This design comes from an exercise in tuning for small area, a short achievable clock period and few clock cycles per item on the open sky130 flow, not from production work.
RTL that was checked went through simulation tests only; none was proved equivalent to the original.
Function not checked in runs 3 to 6: the RTL went through the layout flow alone.
Power figures rest on the tool's default switching activity, not on a simulated workload.

File: flow/standard.sh
#!/bin/bash
# synth_recipe.tcl (not shown) runs the flow's synth.tcl, then flattens the netlist and writes it again
# the make line also repeats each setting of config.mk as NAME=value (left out here)
make -C /OpenROAD-flow-scripts/flow DESIGN_CONFIG=/design/flow/config.mk WORK_HOME=/design/flow/orfs CLKGATE_MAP_FILE= SYNTH_SCRIPT=/design/flow/synth_recipe.tcl "${@:-finish}"
File: flow/constraint.sdc
create_clock -name core_clock -period 4.0 [get_ports {clk}]
set_input_delay 0.8000 -clock core_clock [delete_from_list [all_inputs] [get_ports {clk}]]
set_output_delay 0.8000 -clock core_clock [all_outputs]
set_load 0.01 [all_outputs]
File: flow/config.mk
export PLATFORM = sky130hd
export DESIGN_NAME = idt_frame_decoder
export DESIGN_NICKNAME = idt_frame_decoder
export VERILOG_FILES = /design/flow/design.v
export SDC_FILE = /design/flow/constraint.sdc
export NUM_CORES = 4
export LEC_CHECK = 0
export CAP_MARGIN = 20
export CORE_MARGIN = 2
export CORE_UTILIZATION = 40
export CTS_BUF_LIST = sky130_fd_sc_hd__clkbuf_8
export SETUP_SLACK_MARGIN = 2.3
export SLEW_MARGIN = 20
File: flow/design.v
module idt_frame_decoder (
    input  wire        clk,
    input  wire        rst,         
    input  wire        tailoff,     
    input  wire        in_valid,
    input  wire [7:0]  in_data,
    input  wire        in_last,
    output wire        in_ready,
    output reg         res_valid,
    output wire [31:0] res_info,    
    output wire [31:0] res_crc,     
    output wire [31:0] res_len,     
    output wire [31:0] res_addr,    
    output wire [8:0]  rx_track,    
    output wire [15:0] rx_cnt       
);
    localparam [2:0] C_OK = 3'd0, C_NO_DELIM = 3'd1, C_BAD_LEN = 3'd2,
                     C_BAD_CRC = 3'd3, C_BAD_COMPL = 3'd4, C_SEQ_ERR = 3'd5;
    localparam [1:0] T_NONE = 2'd0, T_HEAD = 2'd1, T_DATA = 2'd2, T_TAIL = 2'd3;
    function [15:0] crc_table;
        input [7:0] i;
        integer k;
        reg [15:0] r;
        begin
            r = {i, 8'h00};
            for (k = 0; k < 8; k = k + 1)
                r = r[15] ? ((r << 1) ^ 16'h1021) : (r << 1);
            crc_table = r;
        end
    endfunction
    function [15:0] crc_step;
        input [15:0] c;
        input [7:0]  b;
        begin
            crc_step = {c[7:0], 8'h00} ^ crc_table(c[15:8] ^ b);
        end
    endfunction
    reg         fresh;           
    reg  [10:0] q;
    reg         hd;              
    reg         da, ed;          
    reg  [7:0]  n;               
    reg         co;              
    reg  [15:0] acc;             
    reg  [7:0]  d1, d2;          
    reg  [7:0]  hl [4:11];       
    reg  [7:0]  rx_exp;
    reg         rx_inxfer;
    reg  [15:0] rx_count;
    reg         pend;            
    reg  [2:0]  r_code;
    reg  [1:0]  r_type;
    reg         k_crc, k_n, k_chk, k_hl;    
    reg         k_upd;           
    assign in_ready = !pend;
    assign rx_track = {rx_inxfer, rx_exp};
    assign rx_cnt   = rx_count;
    assign res_info = {5'd0, q, n, 1'b0, r_code, 2'b00, r_type};
    assign res_crc  = {acc, d2, d1};
    assign res_len  = {hl[4], hl[5], hl[6], hl[7]};
    assign res_addr = {hl[8], hl[9], hl[10], hl[11]};
    wire       accept = in_valid && !pend;
    wire       last   = in_last;
    wire [7:0] b  = in_data;
    wire [7:0] bz = pend ? 8'h00 : in_data;    
    wire q_lo0 = (q[10:3] == 8'h00);             
    wire q_hi1 = (q[10:2] == 9'h1FF);            
    wire p1    = !fresh && q_hi1 && q[1:0] == 2'd0;
    wire p2    = !fresh && q_hi1 && q[1:0] == 2'd1;
    wire p3    = !fresh && q_hi1 && q[1:0] == 2'd2;
    wire p4    = !fresh && q_hi1 && q[1:0] == 2'd3;    
    wire p13   = !fresh && q == 11'd8;                 
    wire pdat  = p4 || (!fresh && !q[10]);             
    wire over  = !fresh && q[10] && !q_hi1;            
    wire crc_shown = !over && (hd ? p13 : da ? pdat : ed ? p4 : 1'b0);
    wire compl_ok  = hd || co;
    wire data_ok   = rx_inxfer && (n == rx_exp);
    wire tail_ok   = rx_inxfer && (tailoff ? (n == rx_exp) : (n == rx_count[7:0]));
    wire seq_ok    = hd || (da ? data_ok : tail_ok);
    wire crc_ok    = (acc == {d1, b});
    wire hd_n = fresh ? (b == 8'hFE) :
                p1    ? (hd && b == 8'h00) :
                p2    ? (hd && b == 8'hFF) :
                p3    ? (hd && b == 8'h01) : hd;
    wire da_n = fresh ? (b == 8'hDA) : da;
    wire ed_n = fresh ? (b == 8'hED) : ed;
    wire is_head = hd_n && !fresh && !p1 && !p2;       
    wire [1:0] v_type = over    ? T_NONE :
                        is_head ? T_HEAD : da_n ? T_DATA : ed_n ? T_TAIL : T_NONE;
    wire [2:0] v_code = !crc_shown ? ((v_type == T_NONE && !over) ? C_NO_DELIM : C_BAD_LEN) :
                        !crc_ok    ? C_BAD_CRC :
                        !compl_ok  ? C_BAD_COMPL :
                        seq_ok     ? C_OK : C_SEQ_ERR;
    wire v_fld = crc_shown && crc_ok && compl_ok;
    wire [11:4] p_hl;
    assign p_hl[4] = p4;
    genvar g;
    generate
        for (g = 5; g <= 11; g = g + 1) begin : g_phl
            assign p_hl[g] = !fresh && q_lo0 && q[2:0] == (g - 5);
        end
    endgenerate
    integer j;
    always @(posedge clk) begin
        if (accept && last) begin
            r_code <= v_code;
            r_type <= v_type;
            k_crc  <= crc_shown;
            k_n    <= v_fld && !hd;
            k_chk  <= v_fld && da;
            k_hl   <= v_fld && hd;
            k_upd  <= v_fld && seq_ok;
        end
        if (accept) begin
            d2 <= d1;
            q  <= fresh ? 11'd2044 : q + 11'd1;
            hd <= hd_n;
            da <= da_n;
            ed <= ed_n;
            if (p2)
                co <= (b == ~n);
            if (fresh || !last)
                acc <= fresh ? 16'h0000 : crc_step(acc, d1);
        end else if (pend) begin
            if (!k_crc) begin
                d2  <= 8'h00;
                acc <= 16'h0000;
            end
            if (!k_chk)
                q <= 11'd0;
        end
        if ((accept) || (pend && !k_crc))
            d1 <= bz;
        if ((accept && p1) || (pend && !k_n))
            n <= bz;
        for (j = 4; j <= 11; j = j + 1)
            if ((accept && p_hl[j]) || (pend && !k_hl))
                hl[j] <= bz;
        if (rst) begin
            fresh     <= 1'b1;
            pend      <= 1'b0;
            res_valid <= 1'b0;
            rx_exp    <= 8'd1;
            rx_inxfer <= 1'b0;
            rx_count  <= 16'd0;
        end else begin
            pend      <= accept && last;
            res_valid <= pend;
            if (accept)
                fresh <= last;
            if (pend && k_upd) begin
                if (r_type == T_HEAD) begin
                    rx_exp    <= 8'd1;
                    rx_count  <= 16'd0;
                    rx_inxfer <= 1'b1;
                end else if (r_type == T_DATA) begin
                    rx_exp   <= rx_exp + 8'd1;
                    rx_count <= {rx_count[15:8] + {7'd0, rx_exp == 8'd0}, rx_exp};
                end else begin
                    rx_inxfer <= 1'b0;
                end
            end
        end
    end
endmodule
File: flow/flow/run.sh
#!/bin/bash
set -euo pipefail
bash standard.sh BUFFER_PORTS_ARGS="-buffer_cell sky130_fd_sc_hd__buf_1" finish > flow_make.log 2>&1
==> results of run 1 <==
-- stage by stage --
stage	power [mW]	area [sq um]	hold slack, ns	setup slack (ns)
floorplan	2.161	6914	0.4969	1.806
global placement	2.268	7614	0.4722	1.509
detailed placement	2.271	7614	0.4758	1.469
CTS	3.399	9160	0.4812	1.867
global route	3.581	9928	0.5072	1.710
finish	3.470	9928	0.4864	1.788
-- metal layers --
| layer | track usage, % | routed length, microns | vias to the layer above |
|---|---|---|---|
| li1 | - | - | 2390 |
| met1 | 25.81 | 8014 | 2539 |
| met2 | 35.00 | 9950 | 228 |
| met3 | 4.138 | 988 | 37 |
| met4 | 7.527 | 490 | 0 |
| met5 | 0 | 0 | - |
-- power groups by stage --
stage / sequential (mW) / combinational [mW] / clock [mW]
after global routing: 1.89 / 0.547 / 1.14
after floorplan: 1.95 / 0.215 / 0
after CTS: 1.88 / 0.438 / 1.08
after global placement: 1.94 / 0.330 / 0
final: 1.89 / 0.515 / 1.07
after detailed placement: 1.94 / 0.332 / 0
-- sequential cells by signal (all words and copies together) (netlist names), 2 cells and up --
| register | cells |
|---|---|
| n | 8 |
| r_type | 2 |
| d1 | 8 |
| d2 | 8 |
| q | 11 |
| hl | 64 |
| rx_count | 16 |
| rx_exp | 8 |
| acc | 16 |
| r_code | 3 |
-- layout by cell type, fill, tap and decap left out, drive strengths merged, types with 2 or more instances in the layout --
cell      instances
a21o              6
a21oi            27
and2              9
and3              6
buf             195
clkbuf           98
clkinv            8
clkinvlp          4
conb              8
dfxtp            28
edfxtp          129
ha               11
inv              20
nand2            49
nand2b            2
nand3            15
nand4            14
nor2             50
nor2b            11
nor3              8
nor4              8
o21a              2
o21ai             8
or2               2
or3               4
or4b              2
xnor2            33
xor2             43
-- what timing repair did --
item,CTS,global route
endpoints found under the hold margin,0,0
resized for setup,153,180
setup endpoints to repair,380,306
cloned,0,4
buffers inserted,86,31
pin swaps,25,47
-- layout make-up --
type	count	area [sq um]
clock inverters	14	113.9
inverters	18	81.33
fillers	1292	6479
multi-input cells	332	2754
repair buffers	276	1969
flip-flops and latches	157	4501
well taps	220	275.3
clock buffers	17	234.0
-- cells by family after synthesis --
logic type      after synthesis  synth area share (%)
mux                           1                0.1509
fa+ha+maj                    11                 2.075
other cells                   1               0.05654
simple gates                183                 13.49
buf+inv                      44                 3.018
flops                       157                 66.86
compound gates               49                 4.320
xor+xnor                     76                 10.04
-- worst max-delay path by stage --
stage               slack, ns  depth (start not counted)        from        end
detailed placement       1.47                          6  in_data[6]  r_code[0]
CTS                      1.87                          8        q[1]      k_chk
finish                   1.79                          6        q[7]       k_hl
floorplan                1.81                          5  in_data[4]  r_code[0]
global placement         1.51                          5    in_valid  r_code[2]
global route             1.71                          6        q[7]      k_chk
-- worst reg2reg max path: cells and delay by family, from the launching register on --
family,cells,cell delay (ns)
simple gates,5,1.21
flops,1,0.46
compound gates,1,0.41
==> results.json, run 1 <==
{
  "io_pins": 168,
  "setup_tns_ns": 0,
  "async_reset_ff_share_pct": 0,
  "ys_ff_latch": 157,
  "combPwrFrac_pct": 14.8,
  "p_leak_nw": 3.941,
  "hold_viol": 0,
  "finalCritPeriodShare_pct": 55.31,
  "arrival_ns": 2.52,
  "synth_warnings": 2,
  "numCtsBuffers": 17,
  "root_buffer": "clkbuf_8",
  "cp-end-kind": "flip-flop",
  "grt_max_degree": 23,
  "r2r_slack_ns": 1.79,
  "finClkSkew_ns": 0.01908,
  "setup_viol": 0,
  "ys_types": 44,
  "reg2regPathDepth": 6,
  "crit_path_cell_trace": "nor4_2, nand2_1, or3_4, a221o_1, or2_4, nor2_2",
  "viasPerCell": 5.023,
  "cts_tree": "built",
  "fin_nets": 826,
  "rsz0062_at_grt": "yes",
  "wl_per_cell_microns": 18.80,
  "critPathRequiredTime_ns": 4.31,
  "dieArea_sq_mm": 0.01763,
  "dr.pass1.iters": 4,
  "rows": 47,
  "postSynthCellCount": 522,
  "start_util_pct": 40.43,
  "grt_pass1_wl_mm": 27.50,
  "place_hpwl_mm": 11.54,
  "clk_latency_ns": 0.46,
  "hold_path_depth": 2,
  "yosysTopAreaCell": "edfxtp_1",
  "slowest_delay_ns": 0.46,
  "num_vias": 5194,
  "die_height_microns": 132.8,
  "synth_edf_count": 129,
  "yosys.cell_count.top_type": "edfxtp_1",
  "worstReg2RegEnd": "k_hl",
  "area_growth_pct": 49.69,
  "synthTopCellsByArea": "edfxtp_1 58%, dfxtp_1 8.5%, xor2_1 5.7%",
  "cts_sinks": 157,
  "track_usage_pct": 20.47,
  "final_cells": 1034,
  "slew_violations": 0,
  "ys_seq_area_share_pct": 66.86,
  "crit_path_top_delay_cell": "edfxtp_1",
  "rr_startpoint": "q[7]",
  "gp_congestion": 0.8180,
  "path_clk_slew_ns": 0.10,
  "synthFlopType": "edfxtp_1",
  "drtAntennaViolNets": 0,
  "ir_drop_uv": 209.0,
  "power_frac_seq_pct": 54.4,
  "diodes": 0,
  "clkPwrFrac_pct": 30.8,
  "ctsHtreeMaxLevel": 4,
  "first_iter_violations": 286,
  "critPathMaxFanout": 4,
  "max_freq_mhz": 452.0,
  "worst_slew_pin_slew_ns": 0.9039,
  "path_class": "reg -> reg",
  "worstSetupStartpointType": "flip-flop",
  "fin_crit_ns": 2.212,
  "overflow": 0,
  "hp-start": "rx_count[5]",
  "core-area_sq_mm": 0.01641,
  "die_x_microns": 132.8,
  "relSlewSlack_pct": 39.74,
  "ctsHoldBuffers": 0,
  "syn_area_sq_mm": 0.006633,
  "port_buffers": 159,
  "grt_pass1_vias": 4920,
  "drc": 0,
  "power.density_mw_per_mm2": 349.5,
  "hold_end": "rx_count[5]",
  "antenna_found_initial": 0,
  "maxCapViolCount": 0,
  "cts_buffer_depth": 2,
  "crit_family": "simple AND/OR/NAND/NOR gates",
  "drive_above_1_share_pct": 49.75,
  "synth_top_area_share_pct": 58.40,
  "p_int_mw": 2.502,
  "dp.cells": 882,
  "critPathBufInv": 0,
  "hold_path_class": "reg -> reg",
  "switching_share_pct": 27.92,
  "finish.utilization_pct": 60.51,
  "status": "complete, no violations",
  "syn_area_per_cell_sq_um": 12.71,
  "p_switching_mw": 0.9688,
  "wirelength_mm": 19.44,
  "ys_top_cells_by_count": "129 x edfxtp_1, 50 x nor2_1, 49 x nand2_1"
}
Testbench counts, summed over its fixed seeds: cycles 135,708, bytes 135,489.
==> run 2, diff against run 1 <==
--- a/flow/config.mk
+++ b/flow/config.mk
@@ -9,5 +9,4 @@
 export CORE_MARGIN = 2
 export CORE_UTILIZATION = 40
-export CTS_BUF_LIST = sky130_fd_sc_hd__clkbuf_8
-export SETUP_SLACK_MARGIN = 2.3
+export SETUP_SLACK_MARGIN = 2.0
 export SLEW_MARGIN = 20
==> run 2 against run 1 <==
Critical path type unchanged. Die area unchanged. Clock power rose by 48%. Non-clock buffer count decreased by 73. Largest power group unchanged. Hold slack barely moved. Routed wire length down 8.9%. First-iteration DRC count increased by 23%. Clock skew fell by 0.0076 ns. Sequential share of layout area grew 5.6 points.
==> results.json, run 2 <==
{
  "ctsHoldBuffers": 0,
  "ir_drop_uv": 304.5,
  "critPathMaxFanout": 4,
  "ys_seq_area_share_pct": 66.86,
  "r2r_slack_ns": 1.84,
  "ctsHtreeMaxLevel": 4,
  "p_leak_nw": 3.056,
  "clkPwrFrac_pct": 40.5,
  "path_clk_slew_ns": 0.06,
  "gp_congestion": 0.8900,
  "worst_slew_pin_slew_ns": 0.9462,
  "overflow": 0,
  "drc": 0,
  "maxCapViolCount": 0,
  "hold_ws_ns": 0.4868,
  "arrival_ns": 2.44,
  "track_usage_pct": 20.11,
  "reg_top3": "hl x64, acc x16, rx_count x16",
  "fin_area_sq_mm": 0.008738,
  "core-area_sq_mm": 0.01641,
  "fin_nets": 749,
  "rr_startpoint": "q[8]",
  "io_pins": 168,
  "ys_top_cells_by_count": "129 x edfxtp_1, 50 x nor2_1, 49 x nand2_1",
  "synthFlopType": "edfxtp_1",
  "wirelength_mm": 17.72,
  "worstSetupStartpointType": "flip-flop",
  "grt_pass1_vias": 4607,
  "port_buffers": 159,
  "async_reset_ff_share_pct": 0,
  "postSynthCellCount": 522,
  "grt_pass1_wl_mm": 26.84,
  "area_growth_pct": 31.75,
  "critPathRequiredTime_ns": 4.29,
  "ys_types": 44,
  "synth_warnings": 2,
  "cts_sinks": 157,
  "first_iter_violations": 351,
  "dr.pass1.iters": 5,
  "hold_path_class": "reg -> reg",
  "relSlewSlack_pct": 36.79,
  "rows": 47,
  "num_vias": 4820,
  "p_switching_mw": 1.002,
  "start_util_pct": 40.43,
  "fin_crit_ns": 2.156,
  "final_cells": 958,
  "ys_ff_latch": 157,
  "viasPerCell": 5.031,
  "diodes": 0,
  "wl_per_cell_microns": 18.50,
  "cp-end-kind": "flip-flop",
  "power_mw": 3.896,
  "slew_violations": 0,
  "yosys.cell_count.top_type": "edfxtp_1",
  "fin_ws_ns": 1.844,
  "hold_end": "rx_count[6]",
  "largest_register_ffs": 64,
  "syn_area_sq_mm": 0.006633,
  "dieArea_sq_mm": 0.01763,
  "worstReg2RegEnd": "k_n",
  "die_height_microns": 132.8,
  "cts_buffer_depth": 2,
  "antenna_found_initial": 0,
  "root_buffer": "clkbuf_16",
  "cts_tree": "built",
  "max_freq_mhz": 463.8,
  "placed_area_sq_mm": 0.007505,
  "layout_common_cells": "152 x buf_1, 129 x edfxtp_1, 46 x nor2_1, 42 x xor2_1, 40 x nand2_1",
  "combPwrFrac_pct": 10.8,
  "top_register": "hl",
  "reg2regPathDepth": 6,
  "power_frac_seq_pct": 48.8,
  "setup_viol": 0,
  "dpl_worst_slack_ns": 1.327,
  "hp-start": "rx_count[6]",
  "synth_top_area_share_pct": 58.40,
  "rsz0062_at_grt": "yes",
  "finalCritPeriodShare_pct": 53.91,
  "die_x_microns": 132.8,
  "hold_path_depth": 2,
  "setup_tns_ns": 0,
  "power.density_mw_per_mm2": 445.8,
  "place_hpwl_mm": 11.86,
  "path_class": "reg -> reg",
  "switching_share_pct": 25.71,
  "dp.cells": 884,
  "grt_max_degree": 23,
  "syn_area_per_cell_sq_um": 12.71,
  "yosysTopAreaCell": "edfxtp_1",
  "clk_latency_ns": 0.43,
  "p_int_mw": 2.894,
  "final_common_cell": "buf_1",
  "finish.utilization_pct": 53.26,
  "hold_viol": 0,
  "drtAntennaViolNets": 0,
  "numCtsBuffers": 17,
  "synth_edf_count": 129,
  "drive_above_1_share_pct": 19.78,
  "finClkSkew_ns": 0.01144,
  "synthTopCellsByArea": "edfxtp_1 58%, dfxtp_1 8.5%, xor2_1 5.7%",
  "status": "complete, no violations"
}
-- run 2: metal layers --
| metal | share of wire (%) | global-route usage (%) |
|---|---|---|
| met3 | 6.0 | 4.253 |
| met4 | 1.5 | 7.168 |
| met1 | 43 | 26.94 |
| met2 | 50 | 32.53 |
| met5 | 0 | 0 |
-- run 2: repair_timing --
item | 4_1_cts | 5_1_grt
gates resized for setup | 54 | 35
endpoints found under the hold margin | 0 | 0
pin swaps | 23 | 8
gates cloned | 0 | 0
buffers inserted | 28 | 14
endpoints found under the setup margin | 163 | 118
-- run 2: kinds of logic after synthesis --
family / synth area share [%]
flip-flops: 66.86
other: 0.05654
multiplexers: 0.1509
buffers and inverters: 3.018
adder cells (fa/ha/maj): 2.075
XOR/XNOR: 10.04
AND/OR/NAND/NOR: 13.49
AO/OA/AOI/OAI: 4.320
-- run 2: area by class of cell --
cell class,instances,area [sq um]
clock buffer,18,429.2
clock inverter,14,150.1
fill,1411,7669
inverter,18,80.08
multi-input combinational,328,2346
sequential,157,4449
tap,220,275.3
timing repair buffer,203,1008
-- run 2: how the worst max path moves through the flow --
| stage | startpoint | end | slack, ns |
|---|---|---|---|
| 2_1_floorplan | in_data[4] | r_code[0] | 1.80 |
| 3_3_place_gp | in_valid | acc[5] | 1.38 |
| 3_5_place_dp | in_valid | acc[0] | 1.33 |
| 4_1_cts | q[0] | k_upd | 1.92 |
| 5_1_grt | q[1] | k_chk | 1.81 |
| 6_report | q[8] | k_n | 1.84 |
-- run 2: critical path, cell delays in order, from the launching register on --
cell and delay [ns]:
edfxtp_1 0.48, nor4_1 0.28, nand2_1 0.12, or3_1 0.37
a221o_1 0.41, or2_4 0.27, nor2_2 0.10
-- run 2: power groups by stage --
stage               clock (mW)  combinational [mW]  sequential (mW)
floorplan                    0               0.207             1.94
global placement             0               0.322             1.94
detailed placement           0               0.325             1.94
CTS                       1.60               0.385             1.90
global route              1.68               0.452             1.90
finish                    1.58               0.420             1.90
==> run 3, diff against run 2 <==
--- a/flow/design.v
+++ b/flow/design.v
@@ -40,9 +40,10 @@
     reg         hd;              
     reg         da, ed;          
+    reg         cs;              
     reg  [7:0]  n;               
     reg         co;              
     reg  [15:0] acc;             
     reg  [7:0]  d1, d2;          
-    reg  [7:0]  hl [4:11];       
+    reg  [63:0] hl;              
     reg  [7:0]  rx_exp;
     reg         rx_inxfer;
@@ -58,8 +59,8 @@
     assign res_info = {5'd0, q, n, 1'b0, r_code, 2'b00, r_type};
     assign res_crc  = {acc, d2, d1};
-    assign res_len  = {hl[4], hl[5], hl[6], hl[7]};
-    assign res_addr = {hl[8], hl[9], hl[10], hl[11]};
+    assign res_len  = hl[63:32];
+    assign res_addr = hl[31:0];
     wire       accept = in_valid && !pend;
-    wire       last   = in_last;
+    wire       done   = accept && in_last;
     wire [7:0] b  = in_data;
     wire [7:0] bz = pend ? 8'h00 : in_data;    
@@ -70,8 +71,5 @@
     wire p3    = !fresh && q_hi1 && q[1:0] == 2'd2;
     wire p4    = !fresh && q_hi1 && q[1:0] == 2'd3;    
-    wire p13   = !fresh && q == 11'd8;                 
-    wire pdat  = p4 || (!fresh && !q[10]);             
     wire over  = !fresh && q[10] && !q_hi1;            
-    wire crc_shown = !over && (hd ? p13 : da ? pdat : ed ? p4 : 1'b0);
     wire compl_ok  = hd || co;
     wire data_ok   = rx_inxfer && (n == rx_exp);
@@ -88,9 +86,14 @@
     wire [1:0] v_type = over    ? T_NONE :
                         is_head ? T_HEAD : da_n ? T_DATA : ed_n ? T_TAIL : T_NONE;
-    wire [2:0] v_code = !crc_shown ? ((v_type == T_NONE && !over) ? C_NO_DELIM : C_BAD_LEN) :
+    wire csx = cs && !fresh;                           
+    wire [2:0] v_code = !csx       ? ((v_type == T_NONE && !over) ? C_NO_DELIM : C_BAD_LEN) :
                         !crc_ok    ? C_BAD_CRC :
                         !compl_ok  ? C_BAD_COMPL :
                         seq_ok     ? C_OK : C_SEQ_ERR;
-    wire v_fld = crc_shown && crc_ok && compl_ok;
+    wire v_fld = csx && crc_ok && compl_ok;
+    wire n13   = !fresh && q == 11'd7;                           
+    wire n4    = p3;                                             
+    wire ndat  = !fresh && (q_hi1 ? q[1] : !(q[10:0] >= 11'd1023));   
+    wire cs_n  = hd_n ? n13 : da_n ? ndat : ed_n ? n4 : 1'b0;
     wire [11:4] p_hl;
     assign p_hl[4] = p4;
@@ -101,10 +104,40 @@
         end
     endgenerate
+    wire        clr_crc = pend && !k_crc;
+    wire        clr_chk = pend && !k_chk;
+    wire        en_acc  = (accept && (fresh || !in_last)) || clr_crc;
+    wire [15:0] acc_d   = (fresh || pend) ? 16'h0000 : crc_step(acc, d1);
+    wire        en_d    = accept || clr_crc;
+    wire [7:0]  d2_d    = pend ? 8'h00 : d1;
+    wire        en_q    = accept || clr_chk;
+    wire [10:0] q_d     = pend ? 11'd0 : fresh ? 11'd2044 : q + 11'd1;
+    wire        en_n    = (accept && p1) || (pend && !k_n);
+    wire [63:0] en_hl;
+    generate
+        for (g = 4; g <= 11; g = g + 1) begin : g_enhl
+            assign en_hl[(11-g)*8 +: 8] = {8{(accept && p_hl[g]) || (pend && !k_hl)}};
+        end
+    endgenerate
     integer j;
     always @(posedge clk) begin
-        if (accept && last) begin
+        if (en_acc)
+            acc <= acc_d;
+        if (en_d) begin
+            d1 <= bz;
+            d2 <= d2_d;
+        end
+        if (en_q)
+            q <= q_d;
+        if (en_n)
+            n <= bz;
+        for (j = 0; j < 8; j = j + 1)
+            if (en_hl[j*8])
+                hl[j*8 +: 8] <= bz;
+        if (done) begin
             r_code <= v_code;
             r_type <= v_type;
-            k_crc  <= crc_shown;
+        end
+        if (done) begin
+            k_crc  <= csx;
             k_n    <= v_fld && !hd;
             k_chk  <= v_fld && da;
@@ -113,28 +146,11 @@
         end
         if (accept) begin
-            d2 <= d1;
-            q  <= fresh ? 11'd2044 : q + 11'd1;
             hd <= hd_n;
             da <= da_n;
             ed <= ed_n;
+            cs <= cs_n;
             if (p2)
                 co <= (b == ~n);
-            if (fresh || !last)
-                acc <= fresh ? 16'h0000 : crc_step(acc, d1);
-        end else if (pend) begin
-            if (!k_crc) begin
-                d2  <= 8'h00;
-                acc <= 16'h0000;
-            end
-            if (!k_chk)
-                q <= 11'd0;
         end
-        if ((accept) || (pend && !k_crc))
-            d1 <= bz;
-        if ((accept && p1) || (pend && !k_n))
-            n <= bz;
-        for (j = 4; j <= 11; j = j + 1)
-            if ((accept && p_hl[j]) || (pend && !k_hl))
-                hl[j] <= bz;
         if (rst) begin
             fresh     <= 1'b1;
@@ -145,8 +161,8 @@
             rx_count  <= 16'd0;
         end else begin
-            pend      <= accept && last;
+            pend      <= done;
             res_valid <= pend;
             if (accept)
-                fresh <= last;
+                fresh <= in_last;
             if (pend && k_upd) begin
                 if (r_type == T_HEAD) begin
--- a/flow/config.mk
+++ b/flow/config.mk
@@ -9,4 +9,5 @@
 export CORE_MARGIN = 2
 export CORE_UTILIZATION = 40
+export CTS_BUF_LIST = sky130_fd_sc_hd__clkbuf_8
 export SETUP_SLACK_MARGIN = 2.0
 export SLEW_MARGIN = 20
==> run 3 against run 2 <==
Worst setup slack better by 0.066 ns. Sequential share of layout area fell by 0.30 points. Flip-flop and latch count is 1 higher. Clock-buffer cell count is 1 lower. Still clean. Global-route usage shrank 0.78 points. Clock skew down 0.0022 ns. Hold slack better by 0.0093 ns. Largest power group unchanged. Cell area rose by 1.4%. Register-to-register slack better by 0.07 ns. Die area grew 2.1%. Synthesized cell count rose by 0.19%.
==> results.json, run 3 <==
{
  "io_pins": 168,
  "final-seq-area_sq_mm": 0.004483,
  "power_mw": 3.530,
  "postSynthCellCount": 523,
  "fin_crit_ns": 2.091,
  "finalCritPeriodShare_pct": 52.26,
  "root_buffer": "clkbuf_8",
  "ir_drop_uv": 207.9,
  "ctsHoldBuffers": 0,
  "drc": 0,
  "synth_top_area_share_pct": 57.62,
  "port_buffers": 159,
  "synth_edf_count": 130,
  "cts_sinks": 158,
  "antenna_found_initial": 0,
  "ys_top_cells_by_count": "130 x edfxtp_1, 44 x nand2_1, 41 x xnor2_1",
  "critPathRequiredTime_ns": 4.18,
  "critPathLaunch": "q[4]",
  "final_common_cell": "buf_1",
  "maxCapViolCount": 0,
  "reg_top3": "hl x64, acc x16, rx_count x16",
  "synth_warnings": 1,
  "critPathMaxFanout": 8,
  "status": "complete, no violations",
  "die_x_microns": 134.1,
  "arrival_ns": 2.27,
  "worstSetupStartpointType": "flip-flop",
  "relSlewSlack_pct": 27.49,
  "r2r_slack_ns": 1.91,
  "max_freq_mhz": 478.4,
  "num_vias": 5007,
  "grt_pass1_vias": 4585,
  "worstReg2RegEnd": "hl[38]",
  "die_height_microns": 134.1,
  "fillCellCount": 1476,
  "finClkSkew_ns": 0.009210,
  "cts_buffer_depth": 2,
  "yosys.cell_count.top_type": "edfxtp_1",
  "layout_common_cells": "152 x buf_1, 130 x edfxtp_1, 65 x buf_4, 42 x nand2_1, 39 x nor2_1",
  "rsz0062_at_grt": "yes",
  "setup_viol": 0,
  "p_leak_nw": 3.110,
  "worst_slew_pin_slew_ns": 1.085,
  "grt_max_degree": 31,
  "grt_pass1_wl_mm": 26.21,
  "clk_latency_ns": 0.46,
  "diodes": 0,
  "final_cells": 988,
  "dieArea_sq_mm": 0.01799,
  "multi_input_area_sq_mm": 0.002409,
  "async_reset_ff_share_pct": 0,
  "slew_violations": 0,
  "numCtsBuffers": 17,
  "path_clk_slew_ns": 0.09,
  "power.density_mw_per_mm2": 398.5,
  "ys_ff_latch": 158,
  "wl_per_cell_microns": 18.13,
  "wirelength_mm": 17.91,
  "hold_path_class": "reg -> reg",
  "ys_seq_area_share_pct": 65.89,
  "syn_area_per_cell_sq_um": 12.95,
  "fin_nets": 779,
  "core-area_sq_mm": 0.01658,
  "ys_types": 56,
  "viasPerCell": 5.068,
  "cp-endpoint": "hl[38]",
  "cts_tree": "built",
  "start_util_pct": 40.86,
  "rows": 47,
  "gp_congestion": 0.8931,
  "yosysTopAreaCell": "edfxtp_1",
  "top_register": "hl",
  "synthFlopType": "edfxtp_1",
  "syn_area_sq_mm": 0.006775,
  "path_class": "reg -> reg",
  "dr.pass1.iters": 5,
  "drtAntennaViolNets": 0,
  "rr_startpoint": "q[4]",
  "first_iter_violations": 420,
  "track_usage_pct": 19.33,
  "hold_viol": 0,
  "drive_above_1_share_pct": 22.40,
  "cp-end-kind": "flip-flop",
  "largest_register_ffs": 64,
  "reg2regPathDepth": 5,
  "ctsHtreeMaxLevel": 4,
  "dp.cells": 888,
  "place_hpwl_mm": 12.13,
  "area_growth_pct": 30.73,
  "synthTopCellsByArea": "edfxtp_1 58%, dfxtp_1 8.3%, xnor2_1 5.3%",
  "setup_tns_ns": 0,
  "overflow": 0
}
-- run 3: cell types whose count changed after synthesis, sizes merged, moves of 5 or more --
| cell | previous run | this run |
|---|---|---|
| clkbuf | 16 | 10 |
| a21o | 3 | 9 |
| and2 | 9 | 2 |
| a21oi | 27 | 33 |
| nand4 | 14 | 23 |
| buf | 10 | 15 |
| xnor2 | 33 | 44 |
| nor2b | 11 | 19 |
| or2 | 2 | 7 |
| xor2 | 43 | 25 |
| nor2 | 50 | 42 |
-- run 3: kinds of logic (layout without fill, tap and decap cells) --
family	Yosys count	count (layout)	synth area share [%]
other	1	8	0.05535
AND/OR/NAND/NOR	179	179	13.83
AO/OA/AOI/OAI	62	62	5.707
adder cells (fa/ha/maj)	11	11	2.031
XOR/XNOR	69	69	9.252
buffers and inverters	41	279	2.936
flip-flops	158	158	65.89
multiplexers	2	2	0.2955
-- run 3: where the power goes --
part / internal [mW] / switching (mW) / leakage, nW
sequential: 1.86 / 0.0589 / 1.45
combinational: 0.195 / 0.262 / 1.47
clock: 0.511 / 0.646 / 0.193
total: 2.56 / 0.966 / 3.11
-- run 3: what timing repair did --
| item | in CTS | in global routing |
|---|---|---|
| buffers inserted | 20 | 47 |
| setup endpoints to repair | 122 | 93 |
| gates resized for setup | 46 | 48 |
| gates cloned | 0 | 1 |
| pin swaps | 7 | 14 |
-- run 3: layer usage --
layer  wire length, microns  part of all wire [%]  global-route usage, %
met2                   8855                    49                  30.57
met3                   1150                   6.4                  4.082
met4                    407                   2.3                  7.018
met1                   7498                    42                  26.52
met5                      0                     0                      0
-- run 3: metrics by stage --
step           setup WS [ns]  util [%]  instance area, sq um  hold WS [ns]
6_report               1.909     53.41                  8857        0.4961
5_1_grt                1.853     53.41                  8857        0.5252
4_1_cts                1.830     50.13                  8313        0.4975
3_5_place_dp           1.584     45.74                  7586        0.4848
3_3_place_gp           1.625     45.74                  7586        0.4727
2_1_floorplan          1.940         -                  6825        0.4964
-- run 3: layout make-up --
class                   count  area share (%)
well taps                 220           3.108
multi-input cells         331           27.19
clock buffers              17           2.642
inverters                  16          0.8758
flip-flops and latches    158           50.61
repair buffers            231           13.84
clock inverters            15           1.723
-- run 3: critical path, cell delays in order, from the launching register on --
cell and delay [ns]:
edfxtp_1 0.44, or4_4 0.57, nor4_4 0.25, nand2_2 0.16
nor2_4 0.16, a21o_4 0.21
-- run 3: how the worst min path moves through the flow --
stage,from,endpoint,slack [ns],cells after the start
after floorplan,rx_count[8],rx_count[8],0.50,2
after global placement,rx_count[5],rx_count[5],0.47,2
after detailed placement,rx_count[8],rx_count[8],0.48,2
after CTS,rx_count[2],rx_count[2],0.50,2
after global routing,rx_count[4],rx_count[4],0.53,2
final,rx_count[7],rx_count[7],0.50,2
==> run 4, diff against run 3 <==
--- a/flow/config.mk
+++ b/flow/config.mk
@@ -9,5 +9,4 @@
 export CORE_MARGIN = 2
 export CORE_UTILIZATION = 40
-export CTS_BUF_LIST = sky130_fd_sc_hd__clkbuf_8
-export SETUP_SLACK_MARGIN = 2.0
+export SETUP_SLACK_MARGIN = 2.2
 export SLEW_MARGIN = 20
==> run 4 against run 3 <==
Die area stayed put. Largest cell class unchanged. Area after synthesis is the same. Global-route usage is 1.3 points higher. Critical path depth unchanged. Final cell count increased by 5.0%. Sequential power about the same. First-iteration DRC count is 11% lower. Register-to-register slack better by 0.03 ns.
==> results.json, run 4 <==
{
  "crit_family": "simple AND/OR/NAND/NOR gates",
  "slew_violations": 0,
  "cts_sinks": 158,
  "ys_seq_area_share_pct": 65.89,
  "maxCapViolCount": 0,
  "final_common_cell": "edfxtp_1",
  "hold_viol": 0,
  "p_leak_nw": 3.734,
  "cts_buffer_depth": 2,
  "grt_pass1_vias": 4909,
  "ys_ff_latch": 158,
  "synthTopCellsByArea": "edfxtp_1 58%, dfxtp_1 8.3%, xnor2_1 5.3%",
  "clk_latency_ns": 0.43,
  "relSlewSlack_pct": 30.26,
  "fin_crit_ns": 2.065,
  "drc": 0,
  "path_class": "reg -> reg",
  "wl_per_cell_microns": 18.92,
  "viasPerCell": 5.110,
  "synthFlopType": "edfxtp_1",
  "antenna_found_initial": 1,
  "overflow": 0,
  "synth_warnings": 1,
  "reg2regPathDepth": 5,
  "core-area_sq_mm": 0.01658,
  "place_hpwl_mm": 11.98,
  "rsz0062_at_grt": "yes",
  "fin_area_sq_mm": 0.009931,
  "crit_path_cell_trace": "or4_4, nor4_4, nand2_2, nor2_4, a21o_4",
  "root_buffer": "clkbuf_16",
  "ys_top_cells_by_count": "130 x edfxtp_1, 44 x nand2_1, 41 x xnor2_1",
  "placed_area_sq_mm": 0.007636,
  "die_x_microns": 134.1,
  "hold_path_depth": 2,
  "cts_tree": "built",
  "async_reset_ff_share_pct": 0,
  "yosysTopAreaCell": "edfxtp_1",
  "power_mw": 4.088,
  "ir_drop_uv": 301.2,
  "worst_slew_pin_slew_ns": 1.044,
  "grt_pass1_wl_mm": 27.87,
  "worstSetupStartpointType": "flip-flop",
  "wirelength_mm": 19.62,
  "finalCritPeriodShare_pct": 51.61,
  "port_buffers": 159,
  "crit_path_top_delay_cell": "or4_4",
  "gp_congestion": 0.8770,
  "slowest_delay_ns": 0.56,
  "area_growth_pct": 46.57,
  "ys_types": 56,
  "fin_nets": 827,
  "yosys.cell_count.top_type": "edfxtp_1",
  "arrival_ns": 2.19,
  "syn_area_per_cell_sq_um": 12.95,
  "max_freq_mhz": 484.4,
  "die_height_microns": 134.1,
  "critPathBufInv": 0,
  "dieArea_sq_mm": 0.01799,
  "top_register": "hl",
  "critPathMaxFanout": 8,
  "path_depth": 5,
  "hold_path_class": "reg -> reg",
  "track_usage_pct": 20.59,
  "postSynthCellCount": 523,
  "synth_edf_count": 130,
  "io_pins": 168,
  "largest_register_ffs": 64,
  "critPathRequiredTime_ns": 4.13,
  "power.density_mw_per_mm2": 411.7,
  "setup_viol": 0,
  "grt_max_degree": 25,
  "finClkSkew_ns": 0.01384,
  "fillCellCount": 1321,
  "setup_tns_ns": 0,
  "rows": 47,
  "first_iter_violations": 374,
  "ctsHtreeMaxLevel": 4,
  "path_clk_slew_ns": 0.07,
  "cp-end-kind": "flip-flop",
  "num_vias": 5299,
  "drive_above_1_share_pct": 38.48,
  "ctsHoldBuffers": 0,
  "start_util_pct": 40.86,
  "syn_area_sq_mm": 0.006775,
  "numCtsBuffers": 17,
  "reg_top3": "hl x64, acc x16, rx_count x16",
  "dr.pass1.iters": 5,
  "drtAntennaViolNets": 0,
  "status": "complete, no violations",
  "layout_common_cells": "130 x edfxtp_1, 95 x buf_1, 95 x buf_4, 41 x clkbuf_2, 39 x nand2_1",
  "synth_top_area_share_pct": 57.62
}
## run 4: where the power goes
group	switching, mW	total, mW	internal (mW)
combinational	0.314	0.588	0.274
clock	0.758	1.60	0.839
sequential	0.0488	1.90	1.86
## run 4: final timing paths
| kind | start | end | slack, ns |
|---|---|---|---|
| worst max-delay path | q[3] | hl[43] | 1.94 |
| worst min-delay path | rx_count[4] | rx_count[4] | 0.48 |
| worst max register to register | q[3] | hl[43] | 1.94 |
| worst min register to register | rx_count[4] | rx_count[4] | 0.48 |
## run 4: worst register-to-register path: cells and delay by family (launching register included)
family          cells  cell delay [ns]
simple gates        4             1.10
flops               1             0.46
compound gates      1             0.21
## run 4: timing repair
action	4_1_cts	5_1_grt
gates resized for setup	108	108
endpoints found under the setup margin	293	198
cloned	0	1
pin swaps	23	39
setup buffers	75	41
## run 4: area by class of cell
| class | count | area (sq um) | share of cell area [%] |
|---|---|---|---|
| diodes | 1 | 2.502 | 0.02520 |
| repair buffers | 279 | 1780 | 17.93 |
| clock buffers | 17 | 425.4 | 4.284 |
| multi-input cells | 331 | 2701 | 27.20 |
| clock inverters | 15 | 163.9 | 1.650 |
| well taps | 220 | 275.3 | 2.772 |
| inverters | 16 | 81.33 | 0.8189 |
| flip-flops and latches | 158 | 4501 | 45.32 |
## run 4: per-stage QoR
step	util (%)	cells	setup slack, ns	hold WS (ns)
6_report	59.88	1037	1.935	0.4839
5_1_grt	59.88	1037	1.870	0.5135
4_1_cts	55.61	994	1.922	0.4845
3_5_place_dp	46.05	887	1.579	0.4754
3_3_place_gp	46.05	887	1.609	0.4718
2_1_floorplan	-	530	1.961	0.4982
## run 4: per-layer routing
metal / share of wire (%) / vias up / track usage [%]
met5: 0 / - / 0
met4: 3.1 / 0 / 7.485
met3: 5.2 / 42 / 3.968
met2: 51 / 190 / 34.87
met1: 41 / 2636 / 26.50
li1: - / 2431 / -
## run 4: logic make-up (layout without fill, tap and decap cells)
logic type | Yosys count | in the layout | synth area share (%)
muxes | 2 | 2 | 0.2955
other | 1 | 9 | 0.05535
AOI/OAI and AO/OA | 62 | 62 | 5.707
xor gates and xnor gates | 69 | 69 | 9.252
and+or+nand+nor | 179 | 179 | 13.83
adders and majority gates | 11 | 11 | 2.031
buffers and inverters | 41 | 327 | 2.936
DFF | 158 | 158 | 65.89
==> run 5, diff against run 4 <==
--- a/flow/design.v
+++ b/flow/design.v
@@ -38,4 +38,5 @@
     reg         fresh;           
     reg  [10:0] q;
+    reg         qz, qh;          
     reg         hd;              
     reg         da, ed;          
@@ -65,6 +66,6 @@
     wire [7:0] b  = in_data;
     wire [7:0] bz = pend ? 8'h00 : in_data;    
-    wire q_lo0 = (q[10:3] == 8'h00);             
-    wire q_hi1 = (q[10:2] == 9'h1FF);            
+    wire q_lo0 = qz;
+    wire q_hi1 = qh;
     wire p1    = !fresh && q_hi1 && q[1:0] == 2'd0;
     wire p2    = !fresh && q_hi1 && q[1:0] == 2'd1;
@@ -127,6 +128,9 @@
             d2 <= d2_d;
         end
-        if (en_q)
-            q <= q_d;
+        if (en_q) begin
+            q  <= q_d;
+            qz <= pend || (!fresh && ((qh && q[1:0] == 2'd3) || (qz && q[2:0] != 3'd7)));
+            qh <= !pend && (fresh || (qh && q[1:0] != 2'd3));
+        end
         if (en_n)
             n <= bz;
@@ -138,11 +142,9 @@
             r_type <= v_type;
         end
-        if (done) begin
-            k_crc  <= csx;
-            k_n    <= v_fld && !hd;
-            k_chk  <= v_fld && da;
-            k_hl   <= v_fld && hd;
-            k_upd  <= v_fld && seq_ok;
-        end
+        k_crc  <= csx;
+        k_n    <= v_fld && !hd;
+        k_chk  <= v_fld && da;
+        k_hl   <= v_fld && hd;
+        k_upd  <= v_fld && seq_ok;
         if (accept) begin
             hd <= hd_n;
--- a/flow/config.mk
+++ b/flow/config.mk
@@ -9,4 +9,5 @@
 export CORE_MARGIN = 2
 export CORE_UTILIZATION = 40
-export SETUP_SLACK_MARGIN = 2.2
+export CTS_BUF_LIST = sky130_fd_sc_hd__clkbuf_8
+export SETUP_SLACK_MARGIN = 2.0
 export SLEW_MARGIN = 20
==> run 5 against run 4 <==
Critical path depth up 5. Clock skew down 0.0013 ns. Clock power decreased by 34%. Die area increased by 1.1%. Critical endpoint is now rx_count[13]. Largest cell class unchanged. Highest routed layer unchanged.
==> results.json, run 5 <==
{
  "antenna_found_initial": 0,
  "grt_max_degree": 25,
  "dpl_worst_slack_ns": 1.427,
  "cts_tree": "built",
  "drc": 0,
  "wl_per_cell_microns": 18.29,
  "overflow": 0,
  "fin_ws_ns": 1.931,
  "syn_area_per_cell_sq_um": 12.55,
  "arrival_ns": 2.40,
  "critPathLaunch": "rx_exp[0]",
  "critPathRequiredTime_ns": 4.33,
  "cts_buffer_depth": 2,
  "numCtsBuffers": 17,
  "hold_path_class": "reg -> reg",
  "synth_warnings": 1,
  "clkPwrFrac_pct": 30.4,
  "ys_seq_area_share_pct": 65.32,
  "dieArea_sq_mm": 0.01819,
  "yosys.area_share.simple_pct": 14.39,
  "synth_xor_area_share_pct": 9.352,
  "power_frac_seq_pct": 56.5,
  "synth_top_area_share_pct": 55.67,
  "max_freq_mhz": 483.2,
  "postSynthCellCount": 546,
  "r2r_slack_ns": 1.93,
  "cts_sinks": 160,
  "final_cells": 987,
  "root_buffer": "clkbuf_8",
  "num_vias": 4935,
  "async_reset_ff_share_pct": 0,
  "path_clk_slew_ns": 0.08,
  "relSlewSlack_pct": 37.98,
  "syn_area_sq_mm": 0.006850,
  "rr_startpoint": "rx_exp[0]",
  "reg2regPathDepth": 10,
  "ctsHoldBuffers": 0,
  "setup_viol": 0,
  "synth_compound_area_share_pct": 5.041,
  "drive_above_1_share_pct": 20.21,
  "drtAntennaViolNets": 0,
  "die_x_microns": 134.9,
  "gp_congestion": 0.8458,
  "switching_share_pct": 27.79,
  "p_leak_nw": 3.085,
  "ir_drop_uv": 188.6,
  "grt_pass1_wl_mm": 27.08,
  "power_mw": 3.480,
  "largest_register_ffs": 64,
  "final_common_cell": "buf_1",
  "core-area_sq_mm": 0.01664,
  "fin_crit_ns": 2.069,
  "rsz0062_at_grt": "yes",
  "finClkSkew_ns": 0.01251,
  "combPwrFrac_pct": 13.1,
  "synth.area.mux_share_pct": 0.2922,
  "cp-endpoint": "rx_count[13]",
  "synthTopCellsByArea": "edfxtp_1 56%, dfxtp_1 9.6%, xor2_1 4.1%",
  "wirelength_mm": 18.06,
  "io_pins": 168,
  "synth_edf_count": 127,
  "diodes": 0,
  "synth_top_family_by_area": "simple AND/OR/NAND/NOR gates",
  "dr.pass1.iters": 4,
  "ys_ff_latch": 160,
  "rows": 47,
  "p_int_mw": 2.513,
  "finalCritPeriodShare_pct": 51.74,
  "hold_viol": 0,
  "slew_violations": 0,
  "grt_pass1_vias": 4662,
  "yosysTopAreaCell": "edfxtp_1",
  "maxCapViolCount": 0,
  "yosys.area_share.adder_pct": 2.192,
  "die_height_microns": 134.9,
  "worstSetupStartpointType": "flip-flop",
  "ys_types": 49,
  "dp.cells": 911,
  "start_util_pct": 41.16,
  "worstReg2RegEnd": "rx_count[13]",
  "clk_latency_ns": 0.46,
  "setup_tns_ns": 0,
  "path_class": "reg -> reg",
  "port_buffers": 159,
  "place_hpwl_mm": 12.54,
  "cp-end-kind": "flip-flop",
  "ctsHtreeMaxLevel": 4,
  "p_switching_mw": 0.9670,
  "power.density_mw_per_mm2": 400.9,
  "reg_top3": "hl x64, acc x16, rx_count x16",
  "top_register": "hl",
  "yosys.cell_count.top_type": "edfxtp_1",
  "layout_common_cells": "148 x buf_1, 127 x edfxtp_1, 55 x nand2_1, 46 x nor2_1, 40 x buf_4",
  "critPathMaxFanout": 3,
  "first_iter_violations": 230,
  "ys_top_cells_by_count": "127 x edfxtp_1, 59 x nand2_1, 47 x nor2_1",
  "fin_nets": 779,
  "status": "complete, no violations",
  "worst_slew_pin_slew_ns": 0.9284,
  "area_growth_pct": 26.70,
  "synthFlopType": "edfxtp_1",
  "track_usage_pct": 19.89,
  "finish.utilization_pct": 52.15,
  "viasPerCell": 5.000
}
## run 5: cell count changes in the layout (fill, tap and decap cells not counted), moves of 8 or more
| cell | previous run | this run |
|---|---|---|
| nand2_1 | 39 | 55 |
| dfxtp_1 | 13 | 25 |
| buf_4 | 95 | 40 |
| clkbuf_8 | 0 | 17 |
| buf_2 | 12 | 4 |
| clkbuf_16 | 18 | 0 |
| buf_1 | 95 | 148 |
| nor2_1 | 36 | 46 |
| buf_6 | 32 | 12 |
| clkbuf_2 | 41 | 4 |
## run 5: critical path: stages (launching register included)
cell and delay (ns):
dfxtp_4 0.36, inv_4 0.06, ha_4 0.11, or4b_4 0.46, nor4_4 0.17, ha_2 0.26, nand3_2 0.10, nor2_4 0.15
nand3_2 0.09, xor2_1 0.16, nor2_1 0.06
## run 5: how the worst min path moves through the flow
stage,startpoint,end,slack [ns],cells after the start
final,rx_count[2],rx_count[2],0.48,2
after global routing,rx_count[7],rx_count[7],0.52,2
after CTS,rx_count[2],rx_count[2],0.48,2
after detailed placement,rx_count[2],rx_count[2],0.47,2
after global placement,rx_count[8],rx_count[8],0.47,2
after floorplan,fresh,k_crc,0.50,1
## run 5: final cells by class
type | count | area, sq um
Fill cell | 1497 | 7963
Sequential cell | 160 | 4492
Multi-Input combinational cell | 346 | 2431
Timing Repair Buffer | 209 | 1051
Tap cell | 220 | 275.3
Clock buffer | 17 | 234.0
Clock inverter | 15 | 108.9
Inverter | 20 | 87.58
## run 5: power groups by stage
stage / registers (mW) / clock network (mW) / logic (mW)
after floorplan: 2.01 / 0 / 0.239
after global placement: 2.01 / 0 / 0.380
after detailed placement: 2.01 / 0 / 0.384
after CTS: 1.97 / 1.08 / 0.425
after global routing: 1.98 / 1.16 / 0.499
final: 1.97 / 1.06 / 0.458
## run 5: cell families after synthesis
| logic type | count (synthesis) |
|---|---|
| AOI/OAI and AO/OA | 60 |
| adders and majority gates | 12 |
| muxes | 2 |
| other | 1 |
| DFF | 160 |
| buffers and inverters | 47 |
| xor gates and xnor gates | 68 |
| and+or+nand+nor | 196 |
## run 5: repair_timing
action                     in CTS  in global routing
setup endpoints to repair     160                 67
buffers inserted               26                 18
gates cloned                    0                  0
gates resized for setup        30                 40
hold endpoints to repair        0                  0
pin swaps                      13                 11
## run 5: metrics by stage
stage          area [sq um]  hold slack [ns]
2_1_floorplan          6988           0.4960
3_3_place_gp           7746           0.4654
3_5_place_dp           7746           0.4720
4_1_cts                8422           0.4841
5_1_grt                8680           0.5176
6_report               8680           0.4830
## run 5: metal layers
metal	track usage, %	share of wire, %	vias to the layer above
met5	0	0	-
met4	8.363	2.4	0
met3	4.054	5.1	25
met2	31.56	49	153
met1	26.72	43	2433
li1	-	-	2324
==> run 6, diff against run 5 <==
--- a/flow/config.mk
+++ b/flow/config.mk
@@ -10,4 +10,5 @@
 export CORE_UTILIZATION = 40
 export CTS_BUF_LIST = sky130_fd_sc_hd__clkbuf_8
+export CTS_CLUSTER_SIZE = 30
 export SETUP_SLACK_MARGIN = 2.0
 export SLEW_MARGIN = 20
==> run 6 against run 5 <==
Cell area unchanged. Global-route usage unchanged. Flip-flop and latch count unchanged. Clock-buffer cell count unchanged. Via count unchanged. Still clean on timing, DRC and antenna. Area after synthesis unchanged. Routed wire length unchanged. Sequential share of layout area unchanged.
==> results.json, run 6 <==
{
  "first_iter_violations": 230,
  "r2r_slack_ns": 1.93,
  "ys_top_cells_by_count": "127 x edfxtp_1, 59 x nand2_1, 47 x nor2_1",
  "grt_max_degree": 25,
  "dpl_worst_slack_ns": 1.427,
  "synthFlopType": "edfxtp_1",
  "overflow": 0,
  "synth_edf_count": 127,
  "synth.area.mux_share_pct": 0.2922,
  "grt_pass1_wl_mm": 27.08,
  "cts_buffer_depth": 2,
  "worst_slew_pin_slew_ns": 0.9284,
  "yosys.cell_count.top_type": "edfxtp_1",
  "yosys.area_share.simple_pct": 14.39,
  "top_register": "hl",
  "start_util_pct": 41.16,
  "core-area_sq_mm": 0.01664,
  "grt_pass1_vias": 4662,
  "syn_area_sq_mm": 0.006850,
  "reg2regPathDepth": 10,
  "relSlewSlack_pct": 37.98,
  "fin_crit_ns": 2.069,
  "synth_top_family_by_area": "simple AND/OR/NAND/NOR gates",
  "final_cells": 987,
  "power.density_mw_per_mm2": 400.9,
  "ys_seq_area_share_pct": 65.32,
  "rr_startpoint": "rx_exp[0]",
  "fin_ws_ns": 1.931,
  "final_common_cell": "buf_1",
  "cts_tree": "built",
  "wl_per_cell_microns": 18.29,
  "worstSetupStartpointType": "flip-flop",
  "drc": 0,
  "num_vias": 4935,
  "cp-end-kind": "flip-flop",
  "path_class": "reg -> reg",
  "cp-endpoint": "rx_count[13]",
  "rows": 47,
  "diodes": 0,
  "cts_sinks": 160,
  "reg_top3": "hl x64, acc x16, rx_count x16",
  "critPathLaunch": "rx_exp[0]",
  "p_leak_nw": 3.085,
  "max_freq_mhz": 483.2,
  "wirelength_mm": 18.06,
  "finClkSkew_ns": 0.01251,
  "root_buffer": "clkbuf_8",
  "layout_common_cells": "148 x buf_1, 127 x edfxtp_1, 55 x nand2_1, 46 x nor2_1, 40 x buf_4",
  "fin_nets": 779,
  "syn_area_per_cell_sq_um": 12.55,
  "rsz0062_at_grt": "yes",
  "postSynthCellCount": 546,
  "dp.cells": 911,
  "dr.pass1.iters": 4,
  "maxCapViolCount": 0,
  "critPathMaxFanout": 3,
  "drtAntennaViolNets": 0,
  "synth_top_area_share_pct": 55.67,
  "slew_violations": 0,
  "path_clk_slew_ns": 0.08,
  "numCtsBuffers": 17,
  "ys_ff_latch": 160,
  "die_x_microns": 134.9,
  "antenna_found_initial": 0,
  "setup_tns_ns": 0,
  "ctsHtreeMaxLevel": 4,
  "hold_viol": 0,
  "ctsHoldBuffers": 0,
  "synth_compound_area_share_pct": 5.041,
  "gp_congestion": 0.8458,
  "die_height_microns": 134.9,
  "track_usage_pct": 19.89,
  "async_reset_ff_share_pct": 0,
  "hold_path_class": "reg -> reg",
  "viasPerCell": 5.000,
  "setup_viol": 0,
  "clk_latency_ns": 0.46,
  "finalCritPeriodShare_pct": 51.74,
  "ir_drop_uv": 188.6,
  "status": "complete, no violations",
  "largest_register_ffs": 64,
  "synthTopCellsByArea": "edfxtp_1 56%, dfxtp_1 9.6%, xor2_1 4.1%",
  "drive_above_1_share_pct": 20.21,
  "worstReg2RegEnd": "rx_count[13]",
  "port_buffers": 159,
  "yosys.area_share.adder_pct": 2.192,
  "area_growth_pct": 26.70,
  "finish.utilization_pct": 52.15,
  "synth_warnings": 1,
  "synth_xor_area_share_pct": 9.352,
  "yosysTopAreaCell": "edfxtp_1",
  "dieArea_sq_mm": 0.01819,
  "critPathRequiredTime_ns": 4.33,
  "place_hpwl_mm": 12.54,
  "arrival_ns": 2.40,
  "io_pins": 168,
  "ys_types": 49
}
-- run 6: cell counts in the layout (fill, tap and decap cells not counted) --
No cell type changed its count.
-- run 6: routing by layer --
layer / global-route usage, % / share of wire [%] / vias up / wire length [microns]
li1: - / - / 2324 / -
met5: 0 / 0 / - / 0
met4: 8.363 / 2.4 / 0 / 429
met1: 26.72 / 43 / 2433 / 7814
met2: 31.56 / 49 / 153 / 8893
met3: 4.054 / 5.1 / 25 / 918
-- run 6: worst min path at each step --
stage,start,end,slack [ns],depth (start not counted)
finish,rx_count[2],rx_count[2],0.48,2
global route,rx_count[7],rx_count[7],0.52,2
CTS,rx_count[2],rx_count[2],0.48,2
detailed placement,rx_count[2],rx_count[2],0.47,2
global placement,rx_count[8],rx_count[8],0.47,2
floorplan,fresh,k_crc,0.50,1
-- run 6: through the flow --
step / power, mW / hold slack [ns] / area [sq um]
final: 3.480 / 0.4830 / 8680
after global routing: 3.631 / 0.5176 / 8680
after CTS: 3.469 / 0.4841 / 8422
after detailed placement: 2.390 / 0.4720 / 7746
after global placement: 2.386 / 0.4654 / 7746
after floorplan: 2.249 / 0.4960 / 6988
-- run 6: worst max-delay path, cell delays in order, from the launching register on --
cell     delay (ns)
dfxtp_4        0.36
inv_4          0.06
ha_4           0.11
or4b_4         0.46
nor4_4         0.17
ha_2           0.26
nand3_2        0.10
nor2_4         0.15
nand3_2        0.09
xor2_1         0.16
nor2_1         0.06
-- run 6: cell type report --
cell class              count  area, sq um
clock inverters            15        108.9
fillers                  1497         7963
multi-input cells         346         2431
repair buffers            209         1051
clock buffers              17        234.0
flip-flops and latches    160         4492
well taps                 220        275.3
inverters                  20        87.58
-- run 6: logic make-up after synthesis --
logic type / after synthesis
AO/OA/AOI/OAI: 60
XOR/XNOR: 68
adder cells (fa/ha/maj): 12
buffers and inverters: 47
flip-flops: 160
multiplexers: 2
other: 1
AND/OR/NAND/NOR: 196
-- run 6: timing repair --
item / CTS / global route
setup endpoints to repair: 160 / 67
buffers inserted: 26 / 18
pin swaps: 13 / 11
endpoints found under the hold margin: 0 / 0
gates resized for setup: 30 / 40
-- run 6: power breakdown --
part	leakage [nW]	internal, mW	switching, mW
Sequential	1.47	1.89	0.0771
Combinational	1.45	0.192	0.266
Clock	0.166	0.433	0.624
==> run 7, diff against run 6 <==
--- a/flow/design.v
+++ b/flow/design.v
@@ -120,4 +120,5 @@
         end
     endgenerate
+    wire [7:0] cnt_hi_inc = rx_count[15:8] + 8'd1;
     integer j;
     always @(posedge clk) begin
@@ -174,5 +175,5 @@
                 end else if (r_type == T_DATA) begin
                     rx_exp   <= rx_exp + 8'd1;
-                    rx_count <= {rx_count[15:8] + {7'd0, rx_exp == 8'd0}, rx_exp};
+                    rx_count <= {(rx_exp == 8'd0) ? cnt_hi_inc : rx_count[15:8], rx_exp};
                 end else begin
                     rx_inxfer <= 1'b0;
--- a/flow/config.mk
+++ b/flow/config.mk
@@ -10,5 +10,4 @@
 export CORE_UTILIZATION = 40
 export CTS_BUF_LIST = sky130_fd_sc_hd__clkbuf_8
-export CTS_CLUSTER_SIZE = 30
-export SETUP_SLACK_MARGIN = 2.0
+export SETUP_SLACK_MARGIN = 1.85
 export SLEW_MARGIN = 20
==> run 7 against run 6 <==
Register-to-register slack worse by 0.06 ns. Final cell count is 3.1% lower. Synthesized cell count unchanged. First-iteration DRC count up 38%. Largest power group unchanged.
==> results.json, run 7 <==
{
  "dr.pass1.iters": 6,
  "diodes": 0,
  "highest_layer": "met4",
  "dieArea_sq_mm": 0.01816,
  "wirelength_mm": 17.56,
  "wl_met1_mm": 7.916,
  "postSynthCellCount": 546,
  "placed_area_sq_mm": 0.007665,
  "rsz0062_at_grt": "yes",
  "relSlewSlack_pct": 38.40,
  "hold_end": "rx_count[0]",
  "rr_startpoint": "q[0]",
  "clkPwrFrac_pct": 31.3,
  "synth_warnings": 1,
  "core-area_sq_mm": 0.01664,
  "cts_sinks": 160,
  "power_frac_seq_pct": 56.8,
  "p_switching_mw": 0.9315,
  "die_x_microns": 134.8,
  "synthTopCellsByArea": "edfxtp_1 56%, dfxtp_1 9.7%, xnor2_1 4.6%",
  "hold_ws_ns": 0.4956,
  "ir_drop_uv": 192.5,
  "yosysTopAreaCell": "edfxtp_1",
  "wl_per_cell_microns": 18.36,
  "io_pins": 168,
  "worstSetupStartpointType": "flip-flop",
  "num_vias": 4872,
  "worstReg2RegEnd": "n[0]",
  "r2r_slack_ns": 1.87,
  "hold_viol": 0,
  "final_common_cell": "buf_1",
  "dpl_worst_slack_ns": 1.344,
  "cts_tree": "built",
  "dp.cells": 911,
  "cp-end-kind": "primary output",
  "fillCellCount": 1540,
  "combPwrFrac_pct": 11.9,
  "synth_edf_count": 127,
  "track_usage_pct": 19.46,
  "ys_types": 49,
  "grt_pass1_vias": 4495,
  "ys_seq_area_share_pct": 65.42,
  "place_hpwl_mm": 12.41,
  "layout_common_cells": "157 x buf_1, 127 x edfxtp_1, 52 x nand2_1, 44 x nor2_1, 32 x dfxtp_1",
  "grt_max_degree": 35,
  "critPathMaxFanout": 34,
  "p_leak_nw": 2.863,
  "hp-start": "rx_count[0]",
  "final_cells": 956,
  "syn_area_sq_mm": 0.006839,
  "area_growth_pct": 21.44,
  "top_register": "hl",
  "finish.utilization_pct": 49.91,
  "first_iter_violations": 318,
  "viasPerCell": 5.096,
  "status": "complete, no violations",
  "reg2regPathDepth": 4,
  "synthFlopType": "edfxtp_1",
  "yosys.cell_count.top_type": "edfxtp_1",
  "arrival_ns": 1.39,
  "ys_top_cells_by_count": "127 x edfxtp_1, 56 x nand2_1, 44 x nor2_1",
  "port_buffers": 159,
  "power.density_mw_per_mm2": 418.0,
  "async_reset_ff_share_pct": 0,
  "numCtsBuffers": 17,
  "drtAntennaViolNets": 0,
  "largest_register_ffs": 64,
  "worst_slew_pin_slew_ns": 0.9221,
  "maxCapViolCount": 0,
  "ctsHtreeMaxLevel": 4,
  "hold_path_depth": 2,
  "hold_path_class": "reg -> reg",
  "drive_above_1_share_pct": 12.23,
  "switching_share_pct": 26.83,
  "start_util_pct": 41.09,
  "overflow": 0,
  "clk_latency_ns": 0.45,
  "ys_ff_latch": 160,
  "finClkSkew_ns": 0.01177,
  "grt_pass1_wl_mm": 26.57,
  "slew_violations": 0,
  "setup_viol": 0,
  "critPathRequiredTime_ns": 3.20,
  "setup_tns_ns": 0,
  "path_clk_slew_ns": 0.08,
  "rows": 47,
  "fin_nets": 748,
  "fin_ws_ns": 1.813,
  "root_buffer": "clkbuf_8",
  "fin_crit_ns": 2.187,
  "gp_congestion": 0.8891,
  "max_freq_mhz": 457.2,
  "ctsHoldBuffers": 0,
  "die_height_microns": 134.8,
  "p_int_mw": 2.540,
  "drc": 0,
  "synth_top_area_share_pct": 55.76,
  "power_mw": 3.471,
  "reg_top3": "hl x64, acc x16, rx_count x16",
  "path_class": "reg -> out",
  "wl_met3_mm": 1.174,
  "fin_area_sq_mm": 0.008305,
  "syn_area_per_cell_sq_um": 12.53,
  "antenna_found_initial": 0,
  "finalCritPeriodShare_pct": 54.69,
  "cts_buffer_depth": 2,
  "met2_length_mm": 8.263
}
-- run 7: cell count changes after synthesis, sizes merged, moves of 4 or more --
| cell | delta |
|---|---|
| clkbuf | +5 |
| buf | -6 |
| xor2 | -4 |
| xnor2 | +4 |
-- run 7: timing repair --
| action | in CTS | in global routing |
|---|---|---|
| buffers inserted | 5 | 9 |
| pin swaps | 5 | 3 |
| gates resized for setup | 15 | 20 |
| endpoints found under the setup margin | 74 | 66 |
-- run 7: logic make-up (layout without fill, tap and decap cells) --
kind of cell	after synthesis	in the layout	synth area share (%)
AOI/OAI and AO/OA	62	62	5.415
xor gates and xnor gates	68	68	9.147
adders and majority gates	11	11	2.012
buffers and inverters	47	230	3.092
DFF	160	160	65.42
muxes	3	3	0.4574
other	1	8	0.05483
and+or+nand+nor	194	194	14.40
-- run 7: power by group through the flow --
stage	Clock (mW)	Combinational [mW]	Sequential, mW
floorplan	0	0.228	2.01
global placement	0	0.369	2.00
detailed placement	0	0.374	2.00
CTS	1.11	0.400	1.97
global route	1.17	0.459	1.98
finish	1.09	0.415	1.97
-- run 7: worst max-delay path, cell delays in order (launching register included) --
cell,delay (ns)
dfxtp_1,0.34
buf_8,0.24
clkinv_2,0.18
buf_1,0.17
-- run 7: cell type report --
type                            instances  area [sq um]  share of cell area, %
Clock buffer                           17         234.0                  2.817
Inverter                               21         80.08                 0.9641
Timing Repair Buffer                  178         753.2                  9.069
Multi-Input combinational cell        346          2367                  28.50
Clock inverter                         14         120.1                  1.446
Tap cell                              220         275.3                  3.314
Sequential cell                       160          4476                  53.89
-- run 7: worst max-delay path by stage --
stage                     end        from  cells after the start  slack, ns
finish               in_ready        pend                      3       1.81
global route         in_ready        pend                      3       1.68
CTS                  in_ready        pend                      3       1.65
detailed placement      hl[0]    in_valid                      5       1.34
global placement    r_code[1]  in_data[1]                      6       1.40
floorplan           r_code[1]  in_data[2]                      6       1.73
-- run 7: per-layer routing --
layer	up-vias	GRT usage (%)
li1	2281	-
met2	190	29.64
met4	0	6.023
met1	2381	28.15
met5	-	0
met3	20	3.979
Testbench counts of run 7, summed over its fixed seeds: cycles 135,708, bytes 135,489.

re-timing with driven ports:
In the flow no input, the clock included, has a driving cell. The finished layouts below were timed again as built, in two steps.
Step 1 sets driving cells, clkbuf_16 on the clock port and buf_2 on the other inputs (assumed; they add their load-dependent delay and slew).
Step 2 moves the port delays by t, midway between the first and last clock arrival at a register: inputs arrive t later, outputs are due t later. That takes back most of the time a late clock gives input paths.
Slacks: ideal ports / drivers / drivers and shift; pairs: ideal ports / drivers.
run	t, ns	slack for setup (ns)	hold slack, ns	worst setup path at the end	pins driven straight from the clock port
run 1	0.488	1.788 / 1.788 / 1.419	0.486 / 0.486 / 0.486	input to register	1
run 2	0.465	1.844 / 1.844 / 1.447	0.487 / 0.487 / 0.487	input to register	1
run 3	0.496	1.909 / 1.886 / 1.594	0.496 / 0.496 / 0.496	input to register	1
run 4	0.471	1.935 / 1.935 / 1.578	0.484 / 0.484 / 0.484	input to register	1
run 5	0.489	1.931 / 1.913 / 1.514	0.483 / 0.483 / 0.483	input to register	1
run 6	0.489	1.931 / 1.913 / 1.514	0.483 / 0.483 / 0.483	input to register	1
run 7	0.481	1.813 / 1.775 / 1.415	0.496 / 0.496 / 0.496	input to register	1
After both steps setup and hold are still met in every run listed.
